This is an optimization exercise on Yosys and OpenROAD, whose aim is small area, a short achievable clock period and few clock cycles per item, not a production implementation. Only simulation tests tie the RTL to the original design; equivalence was not proved.

File: flow/run.sh
#!/bin/bash
# synth_recipe.tcl (not shown) runs the flow's synth.tcl, then flattens the netlist and writes it again
# the make line also repeats each setting of config.mk as NAME=value (left out here)
make -C /OpenROAD-flow-scripts/flow DESIGN_CONFIG=/design/flow/config.mk WORK_HOME=/design/flow/orfs CLKGATE_MAP_FILE= SYNTH_SCRIPT=/design/flow/synth_recipe.tcl finish
File: flow/config.mk
export PLATFORM = sky130hd
export DESIGN_NAME = gf128_unit
export DESIGN_NICKNAME = gf128_unit
export VERILOG_FILES = /design/flow/design.v
export SDC_FILE = /design/flow/constraint.sdc
export NUM_CORES = 4
export LEC_CHECK = 0
export CAP_MARGIN = 20
export CORE_MARGIN = 2
export CORE_UTILIZATION = 40
export PLACE_DENSITY = 0.6
export SLEW_MARGIN = 20
File: flow/constraint.sdc
create_clock -name core_clock -period 5.0 [get_ports {clk}]
set_input_delay 1.0000 -clock core_clock [delete_from_list [all_inputs] [get_ports {clk}]]
set_output_delay 1.0000 -clock core_clock [all_outputs]
set_load 0.01 [all_outputs]
File: flow/design.v
module gf128_unit (
    input  wire         clk,
    input  wire         rst,
    input  wire         in_valid,
    output wire         in_ready,
    input  wire [1:0]   in_op,
    input  wire [127:0] in_data,
    output reg          out_valid,
    output reg          out_err,
    output wire [127:0] out_data
);
    localparam OP_INITH = 2'd0;
    localparam OP_MULH  = 2'd1;
    localparam OP_FOLD  = 2'd2;
    localparam OP_LOADZ = 2'd3;
    reg [127:0] h;         
    reg         hvalid;
    reg [127:0] acc;       
    reg         acc_zero;  
    reg         rdy;
    reg         c_valid;
    reg [1:0]   c_op;
    reg [127:0] c_x;
    assign in_ready = rdy;
    assign out_data = acc;
    wire [127:0] xp, hp, dp;
    genvar gi;
    generate
        for (gi = 0; gi < 128; gi = gi + 1) begin : g_rev
            assign xp[gi] = c_x[127 - gi];
            assign hp[gi] = h[127 - gi];
            assign dp[gi] = in_data[127 - gi];
        end
    endgenerate
    wire [254:0] pr;
    gf_mul128_d12 u_mul (.a(xp), .b(hp), .p(pr));
    wire [127:0] rp, rpx;
    assign rp[0] = (pr[128] ^ (pr[254] ^ (pr[0] ^ pr[249])));
    assign rp[1] = (((pr[1] ^ pr[249]) ^ (pr[250] ^ pr[254])) ^ (pr[128] ^ pr[129]));
    assign rp[2] = ((pr[129] ^ pr[130]) ^ ((pr[254] ^ (pr[2] ^ pr[249])) ^ ((pr[250] ^ pr[251]) ^ pr[128])));
    assign rp[3] = ((pr[129] ^ pr[130]) ^ (pr[131] ^ ((pr[3] ^ pr[250]) ^ (pr[251] ^ pr[252]))));
    assign rp[4] = ((pr[130] ^ pr[131]) ^ (pr[132] ^ ((pr[4] ^ pr[251]) ^ (pr[252] ^ pr[253]))));
    assign rp[5] = ((pr[131] ^ pr[132]) ^ (pr[133] ^ ((pr[5] ^ pr[252]) ^ (pr[253] ^ pr[254]))));
    assign rp[6] = ((pr[132] ^ pr[133]) ^ (pr[134] ^ (pr[254] ^ (pr[6] ^ pr[253]))));
    assign rp[7] = ((pr[133] ^ pr[134]) ^ (pr[135] ^ ((pr[7] ^ pr[249]) ^ pr[128])));
    assign rp[8] = ((pr[134] ^ pr[135]) ^ (pr[136] ^ ((pr[8] ^ pr[250]) ^ pr[129])));
    assign rp[9] = ((pr[135] ^ pr[136]) ^ (pr[137] ^ ((pr[9] ^ pr[251]) ^ pr[130])));
    assign rp[10] = ((pr[136] ^ pr[137]) ^ (pr[138] ^ ((pr[10] ^ pr[252]) ^ pr[131])));
    assign rp[11] = ((pr[137] ^ pr[138]) ^ (pr[139] ^ ((pr[11] ^ pr[253]) ^ pr[132])));
    assign rp[12] = ((pr[138] ^ pr[139]) ^ (pr[140] ^ ((pr[12] ^ pr[254]) ^ pr[133])));
    assign rp[13] = ((pr[139] ^ pr[140]) ^ (pr[141] ^ (pr[13] ^ pr[134])));
    assign rp[14] = ((pr[140] ^ pr[141]) ^ (pr[142] ^ (pr[14] ^ pr[135])));
    assign rp[15] = ((pr[141] ^ pr[142]) ^ (pr[143] ^ (pr[15] ^ pr[136])));
    assign rp[16] = ((pr[142] ^ pr[143]) ^ (pr[144] ^ (pr[16] ^ pr[137])));
    assign rp[17] = ((pr[143] ^ pr[144]) ^ (pr[145] ^ (pr[17] ^ pr[138])));
    assign rp[18] = ((pr[144] ^ pr[145]) ^ (pr[146] ^ (pr[18] ^ pr[139])));
    assign rp[19] = ((pr[145] ^ pr[146]) ^ (pr[147] ^ (pr[19] ^ pr[140])));
    assign rp[20] = ((pr[146] ^ pr[147]) ^ (pr[148] ^ (pr[20] ^ pr[141])));
    assign rp[21] = ((pr[147] ^ pr[148]) ^ (pr[149] ^ (pr[21] ^ pr[142])));
    assign rp[22] = ((pr[148] ^ pr[149]) ^ (pr[150] ^ (pr[22] ^ pr[143])));
    assign rp[23] = ((pr[149] ^ pr[150]) ^ (pr[151] ^ (pr[23] ^ pr[144])));
    assign rp[24] = ((pr[150] ^ pr[151]) ^ (pr[152] ^ (pr[24] ^ pr[145])));
    assign rp[25] = ((pr[151] ^ pr[152]) ^ (pr[153] ^ (pr[25] ^ pr[146])));
    assign rp[26] = ((pr[152] ^ pr[153]) ^ (pr[154] ^ (pr[26] ^ pr[147])));
    assign rp[27] = ((pr[153] ^ pr[154]) ^ (pr[155] ^ (pr[27] ^ pr[148])));
    assign rp[28] = ((pr[154] ^ pr[155]) ^ (pr[156] ^ (pr[28] ^ pr[149])));
    assign rp[29] = ((pr[155] ^ pr[156]) ^ (pr[157] ^ (pr[29] ^ pr[150])));
    assign rp[30] = ((pr[156] ^ pr[157]) ^ (pr[158] ^ (pr[30] ^ pr[151])));
    assign rp[31] = ((pr[157] ^ pr[158]) ^ (pr[159] ^ (pr[31] ^ pr[152])));
    assign rp[32] = ((pr[158] ^ pr[159]) ^ (pr[160] ^ (pr[32] ^ pr[153])));
    assign rp[33] = ((pr[159] ^ pr[160]) ^ (pr[161] ^ (pr[33] ^ pr[154])));
    assign rp[34] = ((pr[160] ^ pr[161]) ^ (pr[162] ^ (pr[34] ^ pr[155])));
    assign rp[35] = ((pr[161] ^ pr[162]) ^ (pr[163] ^ (pr[35] ^ pr[156])));
    assign rp[36] = ((pr[162] ^ pr[163]) ^ (pr[164] ^ (pr[36] ^ pr[157])));
    assign rp[37] = ((pr[163] ^ pr[164]) ^ (pr[165] ^ (pr[37] ^ pr[158])));
    assign rp[38] = ((pr[164] ^ pr[165]) ^ (pr[166] ^ (pr[38] ^ pr[159])));
    assign rp[39] = ((pr[165] ^ pr[166]) ^ (pr[167] ^ (pr[39] ^ pr[160])));
    assign rp[40] = ((pr[166] ^ pr[167]) ^ (pr[168] ^ (pr[40] ^ pr[161])));
    assign rp[41] = ((pr[167] ^ pr[168]) ^ (pr[169] ^ (pr[41] ^ pr[162])));
    assign rp[42] = ((pr[168] ^ pr[169]) ^ (pr[170] ^ (pr[42] ^ pr[163])));
    assign rp[43] = ((pr[169] ^ pr[170]) ^ (pr[171] ^ (pr[43] ^ pr[164])));
    assign rp[44] = ((pr[170] ^ pr[171]) ^ (pr[172] ^ (pr[44] ^ pr[165])));
    assign rp[45] = ((pr[171] ^ pr[172]) ^ (pr[173] ^ (pr[45] ^ pr[166])));
    assign rp[46] = ((pr[172] ^ pr[173]) ^ (pr[174] ^ (pr[46] ^ pr[167])));
    assign rp[47] = ((pr[173] ^ pr[174]) ^ (pr[175] ^ (pr[47] ^ pr[168])));
    assign rp[48] = ((pr[174] ^ pr[175]) ^ (pr[176] ^ (pr[48] ^ pr[169])));
    assign rp[49] = ((pr[175] ^ pr[176]) ^ (pr[177] ^ (pr[49] ^ pr[170])));
    assign rp[50] = ((pr[176] ^ pr[177]) ^ (pr[178] ^ (pr[50] ^ pr[171])));
    assign rp[51] = ((pr[177] ^ pr[178]) ^ (pr[179] ^ (pr[51] ^ pr[172])));
    assign rp[52] = ((pr[178] ^ pr[179]) ^ (pr[180] ^ (pr[52] ^ pr[173])));
    assign rp[53] = ((pr[179] ^ pr[180]) ^ (pr[181] ^ (pr[53] ^ pr[174])));
    assign rp[54] = ((pr[180] ^ pr[181]) ^ (pr[182] ^ (pr[54] ^ pr[175])));
    assign rp[55] = ((pr[181] ^ pr[182]) ^ (pr[183] ^ (pr[55] ^ pr[176])));
    assign rp[56] = ((pr[182] ^ pr[183]) ^ (pr[184] ^ (pr[56] ^ pr[177])));
    assign rp[57] = ((pr[183] ^ pr[184]) ^ (pr[185] ^ (pr[57] ^ pr[178])));
    assign rp[58] = ((pr[184] ^ pr[185]) ^ (pr[186] ^ (pr[58] ^ pr[179])));
    assign rp[59] = ((pr[185] ^ pr[186]) ^ (pr[187] ^ (pr[59] ^ pr[180])));
    assign rp[60] = ((pr[186] ^ pr[187]) ^ (pr[188] ^ (pr[60] ^ pr[181])));
    assign rp[61] = ((pr[187] ^ pr[188]) ^ (pr[189] ^ (pr[61] ^ pr[182])));
    assign rp[62] = ((pr[188] ^ pr[189]) ^ (pr[190] ^ (pr[62] ^ pr[183])));
    assign rp[63] = ((pr[189] ^ pr[190]) ^ (pr[191] ^ (pr[63] ^ pr[184])));
    assign rp[64] = ((pr[185] ^ pr[190]) ^ (pr[191] ^ (pr[192] ^ pr[64])));
    assign rp[65] = (((pr[192] ^ pr[193]) ^ pr[65]) ^ (pr[186] ^ pr[191]));
    assign rp[66] = ((pr[194] ^ (pr[192] ^ pr[193])) ^ (pr[66] ^ pr[187]));
    assign rp[67] = ((pr[195] ^ (pr[193] ^ pr[194])) ^ (pr[67] ^ pr[188]));
    assign rp[68] = ((pr[196] ^ (pr[194] ^ pr[195])) ^ (pr[68] ^ pr[189]));
    assign rp[69] = ((pr[197] ^ (pr[195] ^ pr[196])) ^ (pr[69] ^ pr[190]));
    assign rp[70] = ((pr[198] ^ (pr[196] ^ pr[197])) ^ (pr[70] ^ pr[191]));
    assign rp[71] = (pr[71] ^ ((pr[192] ^ pr[197]) ^ (pr[198] ^ pr[199])));
    assign rp[72] = (pr[72] ^ ((pr[193] ^ pr[198]) ^ (pr[199] ^ pr[200])));
    assign rp[73] = (pr[73] ^ ((pr[194] ^ pr[199]) ^ (pr[200] ^ pr[201])));
    assign rp[74] = (pr[74] ^ ((pr[195] ^ pr[200]) ^ (pr[201] ^ pr[202])));
    assign rp[75] = (pr[75] ^ ((pr[196] ^ pr[201]) ^ (pr[202] ^ pr[203])));
    assign rp[76] = (pr[76] ^ ((pr[197] ^ pr[202]) ^ (pr[203] ^ pr[204])));
    assign rp[77] = (pr[77] ^ ((pr[198] ^ pr[203]) ^ (pr[204] ^ pr[205])));
    assign rp[78] = (pr[78] ^ ((pr[199] ^ pr[204]) ^ (pr[205] ^ pr[206])));
    assign rp[79] = (pr[79] ^ ((pr[200] ^ pr[205]) ^ (pr[206] ^ pr[207])));
    assign rp[80] = (pr[80] ^ ((pr[201] ^ pr[206]) ^ (pr[207] ^ pr[208])));
    assign rp[81] = (pr[81] ^ ((pr[202] ^ pr[207]) ^ (pr[208] ^ pr[209])));
    assign rp[82] = (pr[82] ^ ((pr[203] ^ pr[208]) ^ (pr[209] ^ pr[210])));
    assign rp[83] = (pr[83] ^ ((pr[204] ^ pr[209]) ^ (pr[210] ^ pr[211])));
    assign rp[84] = (pr[84] ^ ((pr[205] ^ pr[210]) ^ (pr[211] ^ pr[212])));
    assign rp[85] = (pr[85] ^ ((pr[206] ^ pr[211]) ^ (pr[212] ^ pr[213])));
    assign rp[86] = (pr[86] ^ ((pr[207] ^ pr[212]) ^ (pr[213] ^ pr[214])));
    assign rp[87] = (pr[87] ^ ((pr[208] ^ pr[213]) ^ (pr[214] ^ pr[215])));
    assign rp[88] = (pr[88] ^ ((pr[209] ^ pr[214]) ^ (pr[215] ^ pr[216])));
    assign rp[89] = (pr[89] ^ ((pr[210] ^ pr[215]) ^ (pr[216] ^ pr[217])));
    assign rp[90] = (pr[90] ^ ((pr[211] ^ pr[216]) ^ (pr[217] ^ pr[218])));
    assign rp[91] = (pr[91] ^ ((pr[212] ^ pr[217]) ^ (pr[218] ^ pr[219])));
    assign rp[92] = (pr[92] ^ ((pr[213] ^ pr[218]) ^ (pr[219] ^ pr[220])));
    assign rp[93] = (pr[93] ^ ((pr[214] ^ pr[219]) ^ (pr[220] ^ pr[221])));
    assign rp[94] = (pr[94] ^ ((pr[215] ^ pr[220]) ^ (pr[221] ^ pr[222])));
    assign rp[95] = (pr[95] ^ ((pr[216] ^ pr[221]) ^ (pr[222] ^ pr[223])));
    assign rp[96] = (pr[96] ^ ((pr[217] ^ pr[222]) ^ (pr[223] ^ pr[224])));
    assign rp[97] = (pr[97] ^ ((pr[218] ^ pr[223]) ^ (pr[224] ^ pr[225])));
    assign rp[98] = (pr[98] ^ ((pr[219] ^ pr[224]) ^ (pr[225] ^ pr[226])));
    assign rp[99] = (pr[99] ^ ((pr[220] ^ pr[225]) ^ (pr[226] ^ pr[227])));
    assign rp[100] = (pr[100] ^ ((pr[221] ^ pr[226]) ^ (pr[227] ^ pr[228])));
    assign rp[101] = (pr[101] ^ ((pr[222] ^ pr[227]) ^ (pr[228] ^ pr[229])));
    assign rp[102] = (pr[102] ^ ((pr[223] ^ pr[228]) ^ (pr[229] ^ pr[230])));
    assign rp[103] = (pr[103] ^ ((pr[224] ^ pr[229]) ^ (pr[230] ^ pr[231])));
    assign rp[104] = (pr[104] ^ ((pr[225] ^ pr[230]) ^ (pr[231] ^ pr[232])));
    assign rp[105] = (pr[105] ^ ((pr[226] ^ pr[231]) ^ (pr[232] ^ pr[233])));
    assign rp[106] = (pr[106] ^ ((pr[227] ^ pr[232]) ^ (pr[233] ^ pr[234])));
    assign rp[107] = (pr[107] ^ ((pr[228] ^ pr[233]) ^ (pr[234] ^ pr[235])));
    assign rp[108] = (pr[108] ^ ((pr[229] ^ pr[234]) ^ (pr[235] ^ pr[236])));
    assign rp[109] = (pr[109] ^ ((pr[230] ^ pr[235]) ^ (pr[236] ^ pr[237])));
    assign rp[110] = (pr[110] ^ ((pr[231] ^ pr[236]) ^ (pr[237] ^ pr[238])));
    assign rp[111] = (pr[111] ^ ((pr[232] ^ pr[237]) ^ (pr[238] ^ pr[239])));
    assign rp[112] = (pr[112] ^ ((pr[233] ^ pr[238]) ^ (pr[239] ^ pr[240])));
    assign rp[113] = (pr[113] ^ ((pr[234] ^ pr[239]) ^ (pr[240] ^ pr[241])));
    assign rp[114] = (pr[114] ^ ((pr[235] ^ pr[240]) ^ (pr[241] ^ pr[242])));
    assign rp[115] = (pr[115] ^ ((pr[236] ^ pr[241]) ^ (pr[242] ^ pr[243])));
    assign rp[116] = (pr[116] ^ ((pr[237] ^ pr[242]) ^ (pr[243] ^ pr[244])));
    assign rp[117] = (pr[117] ^ ((pr[238] ^ pr[243]) ^ (pr[244] ^ pr[245])));
    assign rp[118] = (pr[118] ^ ((pr[239] ^ pr[244]) ^ (pr[245] ^ pr[246])));
    assign rp[119] = (pr[119] ^ ((pr[240] ^ pr[245]) ^ (pr[246] ^ pr[247])));
    assign rp[120] = (pr[120] ^ ((pr[241] ^ pr[246]) ^ (pr[247] ^ pr[248])));
    assign rp[121] = (pr[121] ^ ((pr[242] ^ pr[247]) ^ (pr[248] ^ pr[249])));
    assign rp[122] = (pr[122] ^ ((pr[243] ^ pr[248]) ^ (pr[249] ^ pr[250])));
    assign rp[123] = (pr[123] ^ ((pr[244] ^ pr[249]) ^ (pr[250] ^ pr[251])));
    assign rp[124] = (pr[124] ^ ((pr[245] ^ pr[250]) ^ (pr[251] ^ pr[252])));
    assign rp[125] = (pr[125] ^ ((pr[246] ^ pr[251]) ^ (pr[252] ^ pr[253])));
    assign rp[126] = (pr[126] ^ ((pr[247] ^ pr[252]) ^ (pr[253] ^ pr[254])));
    assign rp[127] = (pr[127] ^ (pr[254] ^ (pr[248] ^ pr[253])));
    assign rpx[0] = (pr[128] ^ ((dp[0] ^ pr[0]) ^ (pr[249] ^ pr[254])));
    assign rpx[1] = (((pr[249] ^ pr[250]) ^ pr[128]) ^ (pr[129] ^ (pr[254] ^ (dp[1] ^ pr[1]))));
    assign rpx[2] = ((pr[129] ^ pr[130]) ^ (((dp[2] ^ pr[2]) ^ (pr[249] ^ pr[250])) ^ ((pr[251] ^ pr[254]) ^ pr[128])));
    assign rpx[3] = ((pr[130] ^ pr[131]) ^ ((pr[252] ^ (dp[3] ^ pr[3])) ^ ((pr[250] ^ pr[251]) ^ pr[129])));
    assign rpx[4] = ((pr[131] ^ pr[132]) ^ ((pr[253] ^ (dp[4] ^ pr[4])) ^ ((pr[251] ^ pr[252]) ^ pr[130])));
    assign rpx[5] = ((pr[132] ^ pr[133]) ^ ((pr[254] ^ (dp[5] ^ pr[5])) ^ ((pr[252] ^ pr[253]) ^ pr[131])));
    assign rpx[6] = ((pr[132] ^ pr[133]) ^ (pr[134] ^ ((dp[6] ^ pr[6]) ^ (pr[253] ^ pr[254]))));
    assign rpx[7] = ((pr[134] ^ pr[135]) ^ ((pr[249] ^ (dp[7] ^ pr[7])) ^ (pr[128] ^ pr[133])));
    assign rpx[8] = ((pr[135] ^ pr[136]) ^ ((pr[250] ^ (dp[8] ^ pr[8])) ^ (pr[129] ^ pr[134])));
    assign rpx[9] = ((pr[136] ^ pr[137]) ^ ((pr[251] ^ (dp[9] ^ pr[9])) ^ (pr[130] ^ pr[135])));
    assign rpx[10] = ((pr[137] ^ pr[138]) ^ ((pr[252] ^ (dp[10] ^ pr[10])) ^ (pr[131] ^ pr[136])));
    assign rpx[11] = ((pr[138] ^ pr[139]) ^ ((pr[253] ^ (dp[11] ^ pr[11])) ^ (pr[132] ^ pr[137])));
    assign rpx[12] = ((pr[139] ^ pr[140]) ^ ((pr[254] ^ (dp[12] ^ pr[12])) ^ (pr[133] ^ pr[138])));
    assign rpx[13] = ((pr[139] ^ pr[140]) ^ (pr[141] ^ ((dp[13] ^ pr[13]) ^ pr[134])));
    assign rpx[14] = ((pr[140] ^ pr[141]) ^ (pr[142] ^ ((dp[14] ^ pr[14]) ^ pr[135])));
    assign rpx[15] = ((pr[141] ^ pr[142]) ^ (pr[143] ^ ((dp[15] ^ pr[15]) ^ pr[136])));
    assign rpx[16] = ((pr[142] ^ pr[143]) ^ (pr[144] ^ ((dp[16] ^ pr[16]) ^ pr[137])));
    assign rpx[17] = ((pr[143] ^ pr[144]) ^ (pr[145] ^ ((dp[17] ^ pr[17]) ^ pr[138])));
    assign rpx[18] = ((pr[144] ^ pr[145]) ^ (pr[146] ^ ((dp[18] ^ pr[18]) ^ pr[139])));
    assign rpx[19] = ((pr[145] ^ pr[146]) ^ (pr[147] ^ ((dp[19] ^ pr[19]) ^ pr[140])));
    assign rpx[20] = ((pr[146] ^ pr[147]) ^ (pr[148] ^ ((dp[20] ^ pr[20]) ^ pr[141])));
    assign rpx[21] = ((pr[147] ^ pr[148]) ^ (pr[149] ^ ((dp[21] ^ pr[21]) ^ pr[142])));
    assign rpx[22] = ((pr[148] ^ pr[149]) ^ (pr[150] ^ ((dp[22] ^ pr[22]) ^ pr[143])));
    assign rpx[23] = ((pr[149] ^ pr[150]) ^ (pr[151] ^ ((dp[23] ^ pr[23]) ^ pr[144])));
    assign rpx[24] = ((pr[150] ^ pr[151]) ^ (pr[152] ^ ((dp[24] ^ pr[24]) ^ pr[145])));
    assign rpx[25] = ((pr[151] ^ pr[152]) ^ (pr[153] ^ ((dp[25] ^ pr[25]) ^ pr[146])));
    assign rpx[26] = ((pr[152] ^ pr[153]) ^ (pr[154] ^ ((dp[26] ^ pr[26]) ^ pr[147])));
    assign rpx[27] = ((pr[153] ^ pr[154]) ^ (pr[155] ^ ((dp[27] ^ pr[27]) ^ pr[148])));
    assign rpx[28] = ((pr[154] ^ pr[155]) ^ (pr[156] ^ ((dp[28] ^ pr[28]) ^ pr[149])));
    assign rpx[29] = ((pr[155] ^ pr[156]) ^ (pr[157] ^ ((dp[29] ^ pr[29]) ^ pr[150])));
    assign rpx[30] = ((pr[156] ^ pr[157]) ^ (pr[158] ^ ((dp[30] ^ pr[30]) ^ pr[151])));
    assign rpx[31] = ((pr[157] ^ pr[158]) ^ (pr[159] ^ ((dp[31] ^ pr[31]) ^ pr[152])));
    assign rpx[32] = ((pr[158] ^ pr[159]) ^ (pr[160] ^ ((dp[32] ^ pr[32]) ^ pr[153])));
    assign rpx[33] = ((pr[159] ^ pr[160]) ^ (pr[161] ^ ((dp[33] ^ pr[33]) ^ pr[154])));
    assign rpx[34] = ((pr[160] ^ pr[161]) ^ (pr[162] ^ ((dp[34] ^ pr[34]) ^ pr[155])));
    assign rpx[35] = ((pr[161] ^ pr[162]) ^ (pr[163] ^ ((dp[35] ^ pr[35]) ^ pr[156])));
    assign rpx[36] = ((pr[162] ^ pr[163]) ^ (pr[164] ^ ((dp[36] ^ pr[36]) ^ pr[157])));
    assign rpx[37] = ((pr[163] ^ pr[164]) ^ (pr[165] ^ ((dp[37] ^ pr[37]) ^ pr[158])));
    assign rpx[38] = ((pr[164] ^ pr[165]) ^ (pr[166] ^ ((dp[38] ^ pr[38]) ^ pr[159])));
    assign rpx[39] = ((pr[165] ^ pr[166]) ^ (pr[167] ^ ((dp[39] ^ pr[39]) ^ pr[160])));
    assign rpx[40] = ((pr[166] ^ pr[167]) ^ (pr[168] ^ ((dp[40] ^ pr[40]) ^ pr[161])));
    assign rpx[41] = ((pr[167] ^ pr[168]) ^ (pr[169] ^ ((dp[41] ^ pr[41]) ^ pr[162])));
    assign rpx[42] = ((pr[168] ^ pr[169]) ^ (pr[170] ^ ((dp[42] ^ pr[42]) ^ pr[163])));
    assign rpx[43] = ((pr[169] ^ pr[170]) ^ (pr[171] ^ ((dp[43] ^ pr[43]) ^ pr[164])));
    assign rpx[44] = ((pr[170] ^ pr[171]) ^ (pr[172] ^ ((dp[44] ^ pr[44]) ^ pr[165])));
    assign rpx[45] = ((pr[171] ^ pr[172]) ^ (pr[173] ^ ((dp[45] ^ pr[45]) ^ pr[166])));
    assign rpx[46] = ((pr[172] ^ pr[173]) ^ (pr[174] ^ ((dp[46] ^ pr[46]) ^ pr[167])));
    assign rpx[47] = ((pr[173] ^ pr[174]) ^ (pr[175] ^ ((dp[47] ^ pr[47]) ^ pr[168])));
    assign rpx[48] = ((pr[174] ^ pr[175]) ^ (pr[176] ^ ((dp[48] ^ pr[48]) ^ pr[169])));
    assign rpx[49] = ((pr[175] ^ pr[176]) ^ (pr[177] ^ ((dp[49] ^ pr[49]) ^ pr[170])));
    assign rpx[50] = ((pr[176] ^ pr[177]) ^ (pr[178] ^ ((dp[50] ^ pr[50]) ^ pr[171])));
    assign rpx[51] = ((pr[177] ^ pr[178]) ^ (pr[179] ^ ((dp[51] ^ pr[51]) ^ pr[172])));
    assign rpx[52] = ((pr[178] ^ pr[179]) ^ (pr[180] ^ ((dp[52] ^ pr[52]) ^ pr[173])));
    assign rpx[53] = ((pr[179] ^ pr[180]) ^ (pr[181] ^ ((dp[53] ^ pr[53]) ^ pr[174])));
    assign rpx[54] = ((pr[180] ^ pr[181]) ^ (pr[182] ^ ((dp[54] ^ pr[54]) ^ pr[175])));
    assign rpx[55] = ((pr[181] ^ pr[182]) ^ (pr[183] ^ ((dp[55] ^ pr[55]) ^ pr[176])));
    assign rpx[56] = ((pr[182] ^ pr[183]) ^ (pr[184] ^ ((dp[56] ^ pr[56]) ^ pr[177])));
    assign rpx[57] = ((pr[183] ^ pr[184]) ^ (pr[185] ^ ((dp[57] ^ pr[57]) ^ pr[178])));
    assign rpx[58] = ((pr[184] ^ pr[185]) ^ (pr[186] ^ ((dp[58] ^ pr[58]) ^ pr[179])));
    assign rpx[59] = ((pr[185] ^ pr[186]) ^ (pr[187] ^ ((dp[59] ^ pr[59]) ^ pr[180])));
    assign rpx[60] = ((pr[186] ^ pr[187]) ^ (pr[188] ^ ((dp[60] ^ pr[60]) ^ pr[181])));
    assign rpx[61] = ((pr[187] ^ pr[188]) ^ (pr[189] ^ ((dp[61] ^ pr[61]) ^ pr[182])));
    assign rpx[62] = ((pr[188] ^ pr[189]) ^ (pr[190] ^ ((dp[62] ^ pr[62]) ^ pr[183])));
    assign rpx[63] = ((pr[189] ^ pr[190]) ^ (pr[191] ^ ((dp[63] ^ pr[63]) ^ pr[184])));
    assign rpx[64] = ((pr[185] ^ pr[190]) ^ (pr[191] ^ ((dp[64] ^ pr[192]) ^ pr[64])));
    assign rpx[65] = ((pr[65] ^ pr[186]) ^ (pr[191] ^ (pr[193] ^ (dp[65] ^ pr[192]))));
    assign rpx[66] = (((dp[66] ^ pr[192]) ^ (pr[193] ^ pr[194])) ^ (pr[66] ^ pr[187]));
    assign rpx[67] = (((dp[67] ^ pr[193]) ^ (pr[194] ^ pr[195])) ^ (pr[67] ^ pr[188]));
    assign rpx[68] = (((dp[68] ^ pr[194]) ^ (pr[195] ^ pr[196])) ^ (pr[68] ^ pr[189]));
    assign rpx[69] = (((dp[69] ^ pr[195]) ^ (pr[196] ^ pr[197])) ^ (pr[69] ^ pr[190]));
    assign rpx[70] = (((dp[70] ^ pr[196]) ^ (pr[197] ^ pr[198])) ^ (pr[70] ^ pr[191]));
    assign rpx[71] = ((pr[199] ^ (dp[71] ^ pr[192])) ^ ((pr[197] ^ pr[198]) ^ pr[71]));
    assign rpx[72] = ((pr[200] ^ (dp[72] ^ pr[193])) ^ ((pr[198] ^ pr[199]) ^ pr[72]));
    assign rpx[73] = ((pr[201] ^ (dp[73] ^ pr[194])) ^ ((pr[199] ^ pr[200]) ^ pr[73]));
    assign rpx[74] = ((pr[202] ^ (dp[74] ^ pr[195])) ^ ((pr[200] ^ pr[201]) ^ pr[74]));
    assign rpx[75] = ((pr[203] ^ (dp[75] ^ pr[196])) ^ ((pr[201] ^ pr[202]) ^ pr[75]));
    assign rpx[76] = ((pr[204] ^ (dp[76] ^ pr[197])) ^ ((pr[202] ^ pr[203]) ^ pr[76]));
    assign rpx[77] = ((pr[205] ^ (dp[77] ^ pr[198])) ^ ((pr[203] ^ pr[204]) ^ pr[77]));
    assign rpx[78] = ((pr[206] ^ (dp[78] ^ pr[199])) ^ ((pr[204] ^ pr[205]) ^ pr[78]));
    assign rpx[79] = ((pr[207] ^ (dp[79] ^ pr[200])) ^ ((pr[205] ^ pr[206]) ^ pr[79]));
    assign rpx[80] = ((pr[208] ^ (dp[80] ^ pr[201])) ^ ((pr[206] ^ pr[207]) ^ pr[80]));
    assign rpx[81] = ((pr[209] ^ (dp[81] ^ pr[202])) ^ ((pr[207] ^ pr[208]) ^ pr[81]));
    assign rpx[82] = ((pr[210] ^ (dp[82] ^ pr[203])) ^ ((pr[208] ^ pr[209]) ^ pr[82]));
    assign rpx[83] = ((pr[211] ^ (dp[83] ^ pr[204])) ^ ((pr[209] ^ pr[210]) ^ pr[83]));
    assign rpx[84] = ((pr[212] ^ (dp[84] ^ pr[205])) ^ ((pr[210] ^ pr[211]) ^ pr[84]));
    assign rpx[85] = ((pr[213] ^ (dp[85] ^ pr[206])) ^ ((pr[211] ^ pr[212]) ^ pr[85]));
    assign rpx[86] = ((pr[214] ^ (dp[86] ^ pr[207])) ^ ((pr[212] ^ pr[213]) ^ pr[86]));
    assign rpx[87] = ((pr[215] ^ (dp[87] ^ pr[208])) ^ ((pr[213] ^ pr[214]) ^ pr[87]));
    assign rpx[88] = ((pr[216] ^ (dp[88] ^ pr[209])) ^ ((pr[214] ^ pr[215]) ^ pr[88]));
    assign rpx[89] = ((pr[217] ^ (dp[89] ^ pr[210])) ^ ((pr[215] ^ pr[216]) ^ pr[89]));
    assign rpx[90] = ((pr[218] ^ (dp[90] ^ pr[211])) ^ ((pr[216] ^ pr[217]) ^ pr[90]));
    assign rpx[91] = ((pr[219] ^ (dp[91] ^ pr[212])) ^ ((pr[217] ^ pr[218]) ^ pr[91]));
    assign rpx[92] = ((pr[220] ^ (dp[92] ^ pr[213])) ^ ((pr[218] ^ pr[219]) ^ pr[92]));
    assign rpx[93] = ((pr[221] ^ (dp[93] ^ pr[214])) ^ ((pr[219] ^ pr[220]) ^ pr[93]));
    assign rpx[94] = ((pr[222] ^ (dp[94] ^ pr[215])) ^ ((pr[220] ^ pr[221]) ^ pr[94]));
    assign rpx[95] = ((pr[223] ^ (dp[95] ^ pr[216])) ^ ((pr[221] ^ pr[222]) ^ pr[95]));
    assign rpx[96] = ((pr[224] ^ (dp[96] ^ pr[217])) ^ ((pr[222] ^ pr[223]) ^ pr[96]));
    assign rpx[97] = ((pr[225] ^ (dp[97] ^ pr[218])) ^ ((pr[223] ^ pr[224]) ^ pr[97]));
    assign rpx[98] = ((pr[226] ^ (dp[98] ^ pr[219])) ^ ((pr[224] ^ pr[225]) ^ pr[98]));
    assign rpx[99] = ((pr[227] ^ (dp[99] ^ pr[220])) ^ ((pr[225] ^ pr[226]) ^ pr[99]));
    assign rpx[100] = ((pr[228] ^ (dp[100] ^ pr[221])) ^ ((pr[226] ^ pr[227]) ^ pr[100]));
    assign rpx[101] = ((pr[229] ^ (dp[101] ^ pr[222])) ^ ((pr[227] ^ pr[228]) ^ pr[101]));
    assign rpx[102] = ((pr[230] ^ (dp[102] ^ pr[223])) ^ ((pr[228] ^ pr[229]) ^ pr[102]));
    assign rpx[103] = ((pr[231] ^ (dp[103] ^ pr[224])) ^ ((pr[229] ^ pr[230]) ^ pr[103]));
    assign rpx[104] = ((pr[232] ^ (dp[104] ^ pr[225])) ^ ((pr[230] ^ pr[231]) ^ pr[104]));
    assign rpx[105] = ((pr[233] ^ (dp[105] ^ pr[226])) ^ ((pr[231] ^ pr[232]) ^ pr[105]));
    assign rpx[106] = ((pr[234] ^ (dp[106] ^ pr[227])) ^ ((pr[232] ^ pr[233]) ^ pr[106]));
    assign rpx[107] = ((pr[235] ^ (dp[107] ^ pr[228])) ^ ((pr[233] ^ pr[234]) ^ pr[107]));
    assign rpx[108] = ((pr[236] ^ (dp[108] ^ pr[229])) ^ ((pr[234] ^ pr[235]) ^ pr[108]));
    assign rpx[109] = ((pr[237] ^ (dp[109] ^ pr[230])) ^ ((pr[235] ^ pr[236]) ^ pr[109]));
    assign rpx[110] = ((pr[238] ^ (dp[110] ^ pr[231])) ^ ((pr[236] ^ pr[237]) ^ pr[110]));
    assign rpx[111] = ((pr[239] ^ (dp[111] ^ pr[232])) ^ ((pr[237] ^ pr[238]) ^ pr[111]));
    assign rpx[112] = ((pr[240] ^ (dp[112] ^ pr[233])) ^ ((pr[238] ^ pr[239]) ^ pr[112]));
    assign rpx[113] = ((pr[241] ^ (dp[113] ^ pr[234])) ^ ((pr[239] ^ pr[240]) ^ pr[113]));
    assign rpx[114] = ((pr[242] ^ (dp[114] ^ pr[235])) ^ ((pr[240] ^ pr[241]) ^ pr[114]));
    assign rpx[115] = ((pr[243] ^ (dp[115] ^ pr[236])) ^ ((pr[241] ^ pr[242]) ^ pr[115]));
    assign rpx[116] = ((pr[244] ^ (dp[116] ^ pr[237])) ^ ((pr[242] ^ pr[243]) ^ pr[116]));
    assign rpx[117] = ((pr[245] ^ (dp[117] ^ pr[238])) ^ ((pr[243] ^ pr[244]) ^ pr[117]));
    assign rpx[118] = ((pr[246] ^ (dp[118] ^ pr[239])) ^ ((pr[244] ^ pr[245]) ^ pr[118]));
    assign rpx[119] = ((pr[247] ^ (dp[119] ^ pr[240])) ^ ((pr[245] ^ pr[246]) ^ pr[119]));
    assign rpx[120] = ((pr[248] ^ (dp[120] ^ pr[241])) ^ ((pr[246] ^ pr[247]) ^ pr[120]));
    assign rpx[121] = ((pr[249] ^ (dp[121] ^ pr[242])) ^ ((pr[247] ^ pr[248]) ^ pr[121]));
    assign rpx[122] = ((pr[250] ^ (dp[122] ^ pr[243])) ^ ((pr[248] ^ pr[249]) ^ pr[122]));
    assign rpx[123] = ((pr[251] ^ (dp[123] ^ pr[244])) ^ ((pr[249] ^ pr[250]) ^ pr[123]));
    assign rpx[124] = ((pr[252] ^ (dp[124] ^ pr[245])) ^ ((pr[250] ^ pr[251]) ^ pr[124]));
    assign rpx[125] = ((pr[253] ^ (dp[125] ^ pr[246])) ^ ((pr[251] ^ pr[252]) ^ pr[125]));
    assign rpx[126] = ((pr[254] ^ (dp[126] ^ pr[247])) ^ ((pr[252] ^ pr[253]) ^ pr[126]));
    assign rpx[127] = (pr[127] ^ ((dp[127] ^ pr[248]) ^ (pr[253] ^ pr[254])));
    wire [127:0] z, zd;    
    generate
        for (gi = 0; gi < 128; gi = gi + 1) begin : g_out
            assign z[127 - gi]  = rp[gi];
            assign zd[127 - gi] = rpx[gi];
        end
    endgenerate
    wire mul_we  = c_valid & (c_op[0] ^ c_op[1]) & hvalid;
    wire load_we = c_valid & (c_op == OP_LOADZ);
    wire [127:0] acc_next = mul_we ? z : (load_we ? c_x : acc);
    wire acc_zero_next = rst | (acc_zero & !(mul_we | load_we));
    wire in_fold = (in_op == OP_FOLD) & !acc_zero_next;
    wire [127:0] x_other = in_fold ? ((load_we ? c_x : acc) ^ in_data) : in_data;
    wire [127:0] x_next  = (in_fold & mul_we) ? zd : x_other;
    always @(posedge clk) begin
        c_op     <= in_op;
        c_x      <= x_next;
        acc      <= acc_next;
        acc_zero <= acc_zero_next;
        if (rst) begin
            rdy       <= 1'b0;
            c_valid   <= 1'b0;
            hvalid    <= 1'b0;
            out_valid <= 1'b0;
            out_err   <= 1'b0;
        end else begin
            rdy       <= 1'b1;
            c_valid   <= in_valid & rdy;
            out_valid <= c_valid;
            out_err   <= c_valid & (c_op[0] ^ c_op[1]) & !hvalid;
            if (c_valid && c_op == OP_INITH) begin
                h      <= c_x;
                hvalid <= 1'b1;
            end
        end
    end
endmodule
module gf_mul16_d5 (
    input  wire [15:0] a,
    input  wire [15:0] b,
    output wire [30:0] p
);
    genvar i, j;
    generate
        for (i = 0; i < 31; i = i + 1) begin : g_col
            wire [15:0] t;
            for (j = 0; j < 16; j = j + 1) begin : g_t
                if (i - j >= 0 && i - j < 16) begin : g_v
                    assign t[j] = a[j] & b[i-j];
                end else begin : g_z
                    assign t[j] = 1'b0;
                end
            end
            assign p[i] = ^t;
        end
    endgenerate
endmodule
module gf_mul32_d8 (
    input  wire [31:0] a,
    input  wire [31:0] b,
    output wire [62:0] p
);
    wire [30:0] p0, p1, p2;
    gf_mul16_d5 u0 (.a(a[15:0]), .b(b[15:0]), .p(p0));
    gf_mul16_d5 u2 (.a(a[31:16]), .b(b[31:16]), .p(p2));
    gf_mul16_d5 u1 (.a(a[15:0] ^ a[31:16]), .b(b[15:0] ^ b[31:16]), .p(p1));
    wire [15:0] l0 = p0[15:0];
    wire [15:0] l1 = p1[15:0];
    wire [15:0] l2 = p2[15:0];
    wire [15:0] h0 = {1'b0, p0[30:16]};
    wire [15:0] h1 = {1'b0, p1[30:16]};
    wire [15:0] h2 = {1'b0, p2[30:16]};
    wire [15:0] s  = h0 ^ l2;
    wire [15:0] q1 = (l1 ^ (l0 ^ s));
    wire [15:0] q2 = (h1 ^ (h2 ^ s));
    assign p = {h2[14:0], q2, q1, l0};
endmodule
module gf_mul32_d6 (
    input  wire [31:0] a,
    input  wire [31:0] b,
    output wire [62:0] p
);
    genvar i, j;
    generate
        for (i = 0; i < 63; i = i + 1) begin : g_col
            wire [31:0] t;
            for (j = 0; j < 32; j = j + 1) begin : g_t
                if (i - j >= 0 && i - j < 32) begin : g_v
                    assign t[j] = a[j] & b[i-j];
                end else begin : g_z
                    assign t[j] = 1'b0;
                end
            end
            assign p[i] = ^t;
        end
    endgenerate
endmodule
module gf_mul64_d10 (
    input  wire [63:0] a,
    input  wire [63:0] b,
    output wire [126:0] p
);
    wire [62:0] p0, p1, p2;
    gf_mul32_d8 u0 (.a(a[31:0]), .b(b[31:0]), .p(p0));
    gf_mul32_d8 u2 (.a(a[63:32]), .b(b[63:32]), .p(p2));
    gf_mul32_d6 u1 (.a(a[31:0] ^ a[63:32]), .b(b[31:0] ^ b[63:32]), .p(p1));
    wire [31:0] l0 = p0[31:0];
    wire [31:0] l1 = p1[31:0];
    wire [31:0] l2 = p2[31:0];
    wire [31:0] h0 = {1'b0, p0[62:32]};
    wire [31:0] h1 = {1'b0, p1[62:32]};
    wire [31:0] h2 = {1'b0, p2[62:32]};
    wire [31:0] s  = h0 ^ l2;
    wire [31:0] q1 = (s ^ (l1 ^ l0));
    wire [31:0] q2 = (s ^ (h1 ^ h2));
    assign p = {h2[30:0], q2, q1, l0};
endmodule
module gf_mul64_d9 (
    input  wire [63:0] a,
    input  wire [63:0] b,
    output wire [126:0] p
);
    wire [62:0] p0, p1, p2;
    gf_mul32_d6 u0 (.a(a[31:0]), .b(b[31:0]), .p(p0));
    gf_mul32_d6 u2 (.a(a[63:32]), .b(b[63:32]), .p(p2));
    gf_mul32_d6 u1 (.a(a[31:0] ^ a[63:32]), .b(b[31:0] ^ b[63:32]), .p(p1));
    wire [31:0] l0 = p0[31:0];
    wire [31:0] l1 = p1[31:0];
    wire [31:0] l2 = p2[31:0];
    wire [31:0] h0 = {1'b0, p0[62:32]};
    wire [31:0] h1 = {1'b0, p1[62:32]};
    wire [31:0] h2 = {1'b0, p2[62:32]};
    wire [31:0] s  = h0 ^ l2;
    wire [31:0] q1 = (l1 ^ (l0 ^ s));
    wire [31:0] q2 = (h1 ^ (h2 ^ s));
    assign p = {h2[30:0], q2, q1, l0};
endmodule
module gf_mul128_d12 (
    input  wire [127:0] a,
    input  wire [127:0] b,
    output wire [254:0] p
);
    wire [126:0] p0, p1, p2;
    gf_mul64_d10 u0 (.a(a[63:0]), .b(b[63:0]), .p(p0));
    gf_mul64_d10 u2 (.a(a[127:64]), .b(b[127:64]), .p(p2));
    gf_mul64_d9 u1 (.a(a[63:0] ^ a[127:64]), .b(b[63:0] ^ b[127:64]), .p(p1));
    wire [63:0] l0 = p0[63:0];
    wire [63:0] l1 = p1[63:0];
    wire [63:0] l2 = p2[63:0];
    wire [63:0] h0 = {1'b0, p0[126:64]};
    wire [63:0] h1 = {1'b0, p1[126:64]};
    wire [63:0] h2 = {1'b0, p2[126:64]};
    wire [63:0] s  = h0 ^ l2;
    wire [63:0] q1 = (s ^ (l0 ^ l1));
    wire [63:0] q2 = (s ^ (h2 ^ h1));
    assign p = {h2[62:0], q2, q1, l0};
endmodule
==> results of run 1 <==
[Yosys cell counts (4+ instances only)]
cell,instances
xnor2_1,6776
a211o_1,41
edfxtp_1,128
buf_1,296
nand2_1,2148
buf_2,668
xnor3_1,381
a21oi_2,6
o21ai_0,30
xor3_1,10
nor2_1,6210
o21ai_1,11
mux2i_1,90
and3_1,19
buf_4,27
inv_1,5
mux2_2,29
nand3_1,5
and2_1,4
xnor2_2,58
xnor2_4,4
xor2_1,1887
buf_6,6
a21oi_1,84
xnor3_2,14
clkbuf_1,672
dfxtp_1,264
a211oi_1,47
[routing by layer]
metal	up-vias	part of all wire [%]	global-route usage (%)
met2	12165	39	72.3
met3	2926	15	17.6
met1	74991	37	67.0
li1	65879	-	-
met4	32	9.3	37.8
met5	-	0.023	0
[area by class of cell]
class / count / area [um^2]
diodes: 31 / 77.6
clock buffers: 71 / 1630
multi-input cells: 17888 / 130000
clock inverters: 27 / 295
fillers: 31771 / 144000
inverters: 5 / 18.8
well taps: 4536 / 5680
repair buffers: 4768 / 50300
flip-flops and latches: 392 / 9190
[state kept, by name, indices dropped and copies added (netlist names)]
signal / flops
h: 128
acc: 128
out_err: 1
c_valid: 1
hvalid: 1
rdy: 1
c_x: 128
acc_zero: 1
out_valid: 1
c_op: 2
[kinds of logic after synthesis]
logic type	synth area share [%]
flops	6.67
mux	0.896
buf+inv	5.31
xor+xnor	62.9
fa+ha+maj	0.0183
simple gates	23.1
compound gates	1.08
[repair_timing]
item	in CTS	in global routing
cloned	8	17
pin swaps	195	539
setup buffers	174	382
hold buffers	0	0
gates resized for setup	535	816
endpoints found under the setup margin	179	127
[through the flow]
stage	hold slack (ns)	area, um^2	setup TNS (ns)	utilization (%)
floorplan	0.403	137000	0	-
global placement	0.463	181000	-75.01	53.2
detailed placement	0.468	181000	-60.75	53.2
CTS	0.483	188000	-0.356	55.3
global route	0.509	197000	-2.83	57.8
finish	0.484	197000	-2.31	57.8
[worst reg2reg max path, delay by kind of cell (launching register included)]
family / cells / cell delay (ns)
and+or+nand+nor: 2 / 0.19
buffers and inverters: 8 / 1.42
AOI/OAI and AO/OA: 1 / 0.16
xor gates and xnor gates: 11 / 2.89
DFF: 1 / 0.41
[worst min-delay path by stage]
stage / start / endpoint / slack, ns / cells after the start
after detailed placement: rdy$_DFF_P_ / c_valid$_SDFF_PP0_ / 0.47 / 1
final: rdy$_DFF_P_ / c_valid$_SDFF_PP0_ / 0.48 / 1
after CTS: rdy$_DFF_P_ / c_valid$_SDFF_PP0_ / 0.48 / 1
after floorplan: c_x[64]$_DFF_P_ / h[64]$_DFFE_PP_ / 0.40 / 0
after global routing: rdy$_DFF_P_ / c_valid$_SDFF_PP0_ / 0.51 / 1
after global placement: rdy$_DFF_P_ / c_valid$_SDFF_PP0_ / 0.46 / 1
==> out/metrics.cfg, run 1 <==
[status]
status = failed layout checks
violations = setup timing

[worst_setup_path]
worstSetupPathType = reg -> reg
critPathLaunch = h[17]$_DFFE_PP_
crit_required_ns = 5.63
path_cells = buf_12 -> buf_4 -> xnor2_2 -> buf_12 -> buf_8 -> nor2_1 -> xnor2_1 -> xnor2_1 -> buf_4 -> xnor3_1 -> xnor2_2 -> xnor3_2 -> xnor2_2 -> buf_4 -> xnor3_1 -> buf_12 -> buf_12 -> xnor3_1 -> xor2_1 -> o21ai_1 -> nand2_1 -> xnor2_2
critical_path.top_delay_family = XOR/XNOR gates
crit_buf_inv = 8
cp-endpoint = c_x[108]$_DFF_P_
cp-start-kind = flop
r2r_slack_ns = -0.17
path_depth = 22
critPathCaptureType = flop
cpPeakStageDelay_ns = 0.41
crit_arrival_ns = 5.80
crit_slowest_cell = edfxtp_1
rr_endpoint = c_x[108]$_DFF_P_
crit_fanout = 12
reg2regPathDepth = 22
r2r_start = h[17]$_DFFE_PP_

[route]
drcViolationCount = 0
drt_iter0_markers = 25400
wirelength_um = 952000
firstDrtPassIters = 7
wl_per_cell_um = 34.3
vias_per_cell = 5.63
drtAntennaViolNets = 0
vias = 155993

[logic_synthesis]
ys_seq_area_share_pct = 6.67
synth_area_per_cell_um2 = 6.86
synth_edf_count = 128
netlist_instances = 19954
yosysTopAreaCell = xnor2_1
ys_top_cells_by_area = xnor2_1 (43%), nor2_1 (17%), xor2_1 (12%)
ys_seq_elements = 392
yosysUniqueCellTypes = 48
ys.flop_type = dfxtp_1
syn_area_um2 = 137000
syn_nets = 20089
yosysWarnings = 1
synth_top_area_share_pct = 43.3
async_flop_share_pct = 0

[floorplanning]
die-area_um2 = 347000
dieHeight_um = 589
die_w_um = 589
core_um2 = 340000
start_util_pct = 40.2
row_count = 214
io_pins = 264

[grt]
grt_remaining_overflow = 0
grt_max_degree = 156
grt_pass1_wl_um = 1250000
grt_usage_pct = 52.2
grt_pass1_vias = 141755
antenna_found_initial = 78

[finish]
final_cell_mix = nor2_1 (6160), xnor2_1 (6059), buf_4 (3238)
syn_to_final_growth_pct = 43.7
nets = 23244
fin_cells = 27718
layout_commonest_cell = nor2_1
drive_gt1_share_pct = 24.8

[timing]
rsz0062_at_grt = true
setup_viol = 39
drv_slew = 0
hold_viol = 0
finalClockSkew_ns = 0.0730
slew_headroom_pct = 29.5
fmax_ghz = 0.193
worst_slack_ns = -0.169
finalCriticalPeriod_ns = 5.17
tightest_slew_ns = 1.05
min_period_over_period_pct = 103

[placement]
portBuffers = 263
place_congestion = 1.13
dp.cells = 27039
dp_worst_setup_slack_ns = -1.10
place_hpwl_um = 735000

[job]
cap_viol_max_count = 0

[clock_tree]
insertion_delay_ns = 0.78
clock_sinks = 392
cts_tree = done
htreeDepth = 2
clockBufferDepth = 3
numCtsBuffers = 54
cts_root_buf = clkbuf_16
clk_pin_slew_ns = 0.07

[min_path]
min_path_type = reg -> reg

Testbench counts, summed over its fixed seeds: cycles 744, items 672.
==> run 2, diff against run 1 <==
--- a/flow/design.v
+++ b/flow/design.v
@@ -35,3 +35,3 @@
     wire [254:0] pr;
-    gf_mul128_d12 u_mul (.a(xp), .b(hp), .p(pr));
+    gf_mul128_d11 u_mul (.a(xp), .b(hp), .p(pr));
     wire [127:0] rp, rpx;
@@ -330,42 +330,2 @@
 endmodule
-module gf_mul16_d5 (
-    input  wire [15:0] a,
-    input  wire [15:0] b,
-    output wire [30:0] p
-);
-    genvar i, j;
-    generate
-        for (i = 0; i < 31; i = i + 1) begin : g_col
-            wire [15:0] t;
-            for (j = 0; j < 16; j = j + 1) begin : g_t
-                if (i - j >= 0 && i - j < 16) begin : g_v
-                    assign t[j] = a[j] & b[i-j];
-                end else begin : g_z
-                    assign t[j] = 1'b0;
-                end
-            end
-            assign p[i] = ^t;
-        end
-    endgenerate
-endmodule
-module gf_mul32_d8 (
-    input  wire [31:0] a,
-    input  wire [31:0] b,
-    output wire [62:0] p
-);
-    wire [30:0] p0, p1, p2;
-    gf_mul16_d5 u0 (.a(a[15:0]), .b(b[15:0]), .p(p0));
-    gf_mul16_d5 u2 (.a(a[31:16]), .b(b[31:16]), .p(p2));
-    gf_mul16_d5 u1 (.a(a[15:0] ^ a[31:16]), .b(b[15:0] ^ b[31:16]), .p(p1));
-    wire [15:0] l0 = p0[15:0];
-    wire [15:0] l1 = p1[15:0];
-    wire [15:0] l2 = p2[15:0];
-    wire [15:0] h0 = {1'b0, p0[30:16]};
-    wire [15:0] h1 = {1'b0, p1[30:16]};
-    wire [15:0] h2 = {1'b0, p2[30:16]};
-    wire [15:0] s  = h0 ^ l2;
-    wire [15:0] q1 = (l1 ^ (l0 ^ s));
-    wire [15:0] q2 = (h1 ^ (h2 ^ s));
-    assign p = {h2[14:0], q2, q1, l0};
-endmodule
 module gf_mul32_d6 (
@@ -390,22 +350,2 @@
 endmodule
-module gf_mul64_d10 (
-    input  wire [63:0] a,
-    input  wire [63:0] b,
-    output wire [126:0] p
-);
-    wire [62:0] p0, p1, p2;
-    gf_mul32_d8 u0 (.a(a[31:0]), .b(b[31:0]), .p(p0));
-    gf_mul32_d8 u2 (.a(a[63:32]), .b(b[63:32]), .p(p2));
-    gf_mul32_d6 u1 (.a(a[31:0] ^ a[63:32]), .b(b[31:0] ^ b[63:32]), .p(p1));
-    wire [31:0] l0 = p0[31:0];
-    wire [31:0] l1 = p1[31:0];
-    wire [31:0] l2 = p2[31:0];
-    wire [31:0] h0 = {1'b0, p0[62:32]};
-    wire [31:0] h1 = {1'b0, p1[62:32]};
-    wire [31:0] h2 = {1'b0, p2[62:32]};
-    wire [31:0] s  = h0 ^ l2;
-    wire [31:0] q1 = (s ^ (l1 ^ l0));
-    wire [31:0] q2 = (s ^ (h1 ^ h2));
-    assign p = {h2[30:0], q2, q1, l0};
-endmodule
 module gf_mul64_d9 (
@@ -430,3 +370,23 @@
 endmodule
-module gf_mul128_d12 (
+module gf_mul64_d7 (
+    input  wire [63:0] a,
+    input  wire [63:0] b,
+    output wire [126:0] p
+);
+    genvar i, j;
+    generate
+        for (i = 0; i < 127; i = i + 1) begin : g_col
+            wire [63:0] t;
+            for (j = 0; j < 64; j = j + 1) begin : g_t
+                if (i - j >= 0 && i - j < 64) begin : g_v
+                    assign t[j] = a[j] & b[i-j];
+                end else begin : g_z
+                    assign t[j] = 1'b0;
+                end
+            end
+            assign p[i] = ^t;
+        end
+    endgenerate
+endmodule
+module gf_mul128_d11 (
     input  wire [127:0] a,
@@ -436,5 +396,5 @@
     wire [126:0] p0, p1, p2;
-    gf_mul64_d10 u0 (.a(a[63:0]), .b(b[63:0]), .p(p0));
-    gf_mul64_d10 u2 (.a(a[127:64]), .b(b[127:64]), .p(p2));
-    gf_mul64_d9 u1 (.a(a[63:0] ^ a[127:64]), .b(b[63:0] ^ b[127:64]), .p(p1));
+    gf_mul64_d9 u0 (.a(a[63:0]), .b(b[63:0]), .p(p0));
+    gf_mul64_d9 u2 (.a(a[127:64]), .b(b[127:64]), .p(p2));
+    gf_mul64_d7 u1 (.a(a[63:0] ^ a[127:64]), .b(b[63:0] ^ b[127:64]), .p(p1));
     wire [63:0] l0 = p0[63:0];
@@ -446,4 +406,4 @@
     wire [63:0] s  = h0 ^ l2;
-    wire [63:0] q1 = (s ^ (l0 ^ l1));
-    wire [63:0] q2 = (s ^ (h2 ^ h1));
+    wire [63:0] q1 = (s ^ (l1 ^ l0));
+    wire [63:0] q2 = (s ^ (h1 ^ h2));
     assign p = {h2[62:0], q2, q1, l0};
==> run 2 against run 1 <==
Still fails the layout checks on setup timing. Die area rose by 17%. Wire length rose by 20%. Global-route usage rose by 1.5 points. Via count rose by 16%. Critical path depth fell by 2. First-iteration DRC count rose by 25%. Sequential cell count did not move.
==> out/metrics.cfg, run 2 <==
[floorplanning]
row_count = 232  ; +8.4%
dieHeight_um = 637  ; +8.1%
start_util_pct = 40.2  ; -0.083 points
core_um2 = 399000  ; +17%
io_pins = 264  ; unchanged
die-area_um2 = 406000  ; +17%
die_w_um = 637  ; +8.1%

[clock_tree]
numCtsBuffers = 54  ; unchanged
cts_root_buf = clkbuf_16
insertion_delay_ns = 0.82  ; +0.04 ns
cts_tree = done
htreeDepth = 2  ; unchanged
clockBufferDepth = 3  ; unchanged
clk_pin_slew_ns = 0.06  ; about the same
clock_sinks = 392  ; unchanged

[timing]
hold_viol = 0  ; unchanged
slew_headroom_pct = 29.2  ; -0.34 points
tightest_slew_ns = 1.06  ; +0.0126 ns
worst_slack_ns = -0.0962  ; +0.0730 ns
fmax_ghz = 0.196  ; +1.4%
setup_tns_ns = -0.870  ; +1.44 ns
finalClockSkew_ns = 0.0814  ; +0.00844 ns
drv_slew = 0  ; unchanged
min_period_over_period_pct = 102  ; -1.5 points
rsz0062_at_grt = true
setup_viol = 24  ; -38%
finalCriticalPeriod_ns = 5.10  ; -0.0730 ns
holdWs_ns = 0.519  ; +0.0349 ns

[logic_synthesis]
synth_top_area_share_pct = 44.1  ; +0.72 points
yosys.area_share.simple_pct = 24.7  ; +1.5 points
synth_top_cells_by_count = xnor2_1 (8062), nor2_1 (6198), nand2_1 (4193)
ys_top_cells_by_area = xnor2_1 (44%), nor2_1 (15%), xor2_1 (13%)
ys_seq_elements = 392  ; unchanged
yosysTopAreaCell = xnor2_1
yosys.area_share.adder_pct = 0.0156  ; -0.0027 points
yosysUniqueCellTypes = 46  ; -4.2%
synth_xor_area_share_pct = 62.3  ; -0.61 points
yosysWarnings = 1  ; unchanged
synth_edf_count = 128  ; unchanged
synth.area.mux_share_pct = 0.475  ; -0.42 points
ys.flop_type = dfxtp_1
ys_seq_area_share_pct = 5.70  ; -0.97 points
synth_top_family_by_area = XOR/XNOR gates
yosys.cell_count.top_type = xnor2_1
synth_area_per_cell_um2 = 6.62  ; -3.6%
syn_area_um2 = 160000  ; +17%
async_flop_share_pct = 0  ; unchanged
netlist_instances = 24224  ; +21%
synth-compound-area-share_pct = 0.974  ; -0.11 points
syn_nets = 24359  ; +21%

[grt]
grt_remaining_overflow = 0  ; unchanged
grt_pass1_vias = 165349  ; +17%
grt_max_degree = 103  ; -34%
grt_pass1_wl_um = 1500000  ; +20%
grt_usage_pct = 53.7  ; +1.5 points
antenna_found_initial = 80  ; +2.6%

[route]
vias = 180179  ; +16%
vias_per_cell = 5.81  ; +3.3%
drt_iter0_markers = 31816  ; +25%
drcViolationCount = 0  ; unchanged
firstDrtPassIters = 7  ; unchanged
drtAntennaViolNets = 0  ; unchanged
wirelength_um = 1140000  ; +20%
wl_per_cell_um = 36.8  ; +7.2%

[status]
violations = setup timing
status = failed layout checks

[finish]
syn_to_final_growth_pct = 26.2
final_util_pct = 50.7  ; -7.2 points
final_cell_mix = xnor2_1 (7665), nor2_1 (6189), nand2_1 (4190)
finalInstanceArea_um2 = 202000  ; +2.8%
nFillCells = 39495  ; +24%
reg.largest.list = acc x128, c_x x128, h x128
drive_gt1_share_pct = 16.0  ; -8.7 points
fin_cells = 30990  ; +12%
layout_commonest_cell = xnor2_1
nets = 25769  ; +11%

[worst_setup_path]
r2r_slack_ns = -0.1  ; +0.07 ns
crit_fanout = 17  ; +5
crit_required_ns = 5.70  ; +0.07 ns
cp-start-kind = flop
critPathCaptureType = flop
crit_arrival_ns = 5.79  ; about the same
worstSetupPathType = reg -> reg

[placement]
post_dp_cell_area_um2 = 196000  ; +8.5%
dp_worst_setup_slack_ns = -0.650  ; +0.450 ns
dp.cells = 30754  ; +14%
place_congestion = 1.11  ; -1.5%
place_hpwl_um = 821000  ; +12%
portBuffers = 263  ; unchanged

[job]
cap_viol_max_count = 0  ; unchanged

[min_path]
min_path_type = reg -> reg

## run 2: worst paths after layout
path,to,depth (start not counted),startpoint
hold / removal,acc_zero$_DFF_P_,2,acc_zero$_DFF_P_
setup reg to reg,c_x[124]$_DFF_P_,20,h[18]$_DFFE_PP_
hold reg to reg,acc_zero$_DFF_P_,2,acc_zero$_DFF_P_
setup / recovery,c_x[124]$_DFF_P_,20,h[18]$_DFFE_PP_
## run 2: metal layers
metal / track usage, % / routed length (um)
met5: 0 / 392
met4: 40.1 / 112000
met3: 19.7 / 171000
met2: 74.8 / 440000
met1: 66.9 / 418000
## run 2: layout make-up
| class | count | area (um^2) | share of cell area, % |
|---|---|---|---|
| clock buffers | 71 | 1560 | 0.773 |
| clock inverters | 30 | 355 | 0.176 |
| multi-input cells | 21577 | 146000 | 72.1 |
| flip-flops and latches | 392 | 9330 | 4.61 |
| inverters | 5 | 18.8 | 0.00928 |
| diodes | 46 | 115 | 0.0569 |
| repair buffers | 3604 | 38400 | 19.0 |
| well taps | 5265 | 6590 | 3.26 |
## run 2: kinds of logic (layout without fill, tap and decap cells)
group	Yosys count	in the layout
AOI/OAI and AO/OA	241	241
adders and majority gates	2	2
xor gates and xnor gates	10786	10786
other	0	46
and+or+nand+nor	10474	10474
DFF	392	392
buffers and inverters	2255	3710
muxes	74	74
## run 2: timing repair
item | in CTS | in global routing
hold buffers | 0 | 0
pin swaps | 36 | 99
buffers inserted | 33 | 56
endpoints found under the setup margin | 112 | 107
gates cloned | 1 | 6
gates resized for setup | 202 | 301
endpoints found under the hold margin | 0 | 0
## run 2: worst max-delay path, stage by stage (launching register included)
cell      delay, ns
edfxtp_1       0.47
buf_12         0.20
buf_12         0.17
xnor2_4        0.33
buf_12         0.21
buf_12         0.15
buf_12         0.13
nor2_1         0.05
xnor2_1        0.23
xnor2_1        0.17
xnor2_1        0.15
xnor2_2        0.36
xnor3_2        0.56
buf_12         0.16
xnor3_2        0.31
xor3_2         0.46
buf_4          0.17
xnor2_4        0.28
o21a_1         0.17
nand2_1        0.07
xnor2_1        0.15
Testbench counts of run 2, summed over its fixed seeds: cycles 744, items 672.

port drivers added, routing unchanged:
Ports are ideal in the flow. The routed layouts listed here were re-timed in OpenROAD. Step 1, drivers: a clkbuf_16 drives clk and a buf_2 each remaining input, both assumed. Step 2 also shifts input and output timing later by t, the mid clock arrival at the registers, as if the neighbouring blocks saw the same clock. Three values: no drivers, after step 1, after step 2; two values: the first two.
| run | shift t [ns] | setup slack, ns | worst setup path after step 2 | worst slew at a driven data input, ns |
|---|---|---|---|---|
| run 1 | 0.851 | -0.169 / -0.169 / -0.169 | register to register | 0.18 |
| run 2 | 0.859 | -0.096 / -0.096 / -0.096 | register to register | 0.26 |
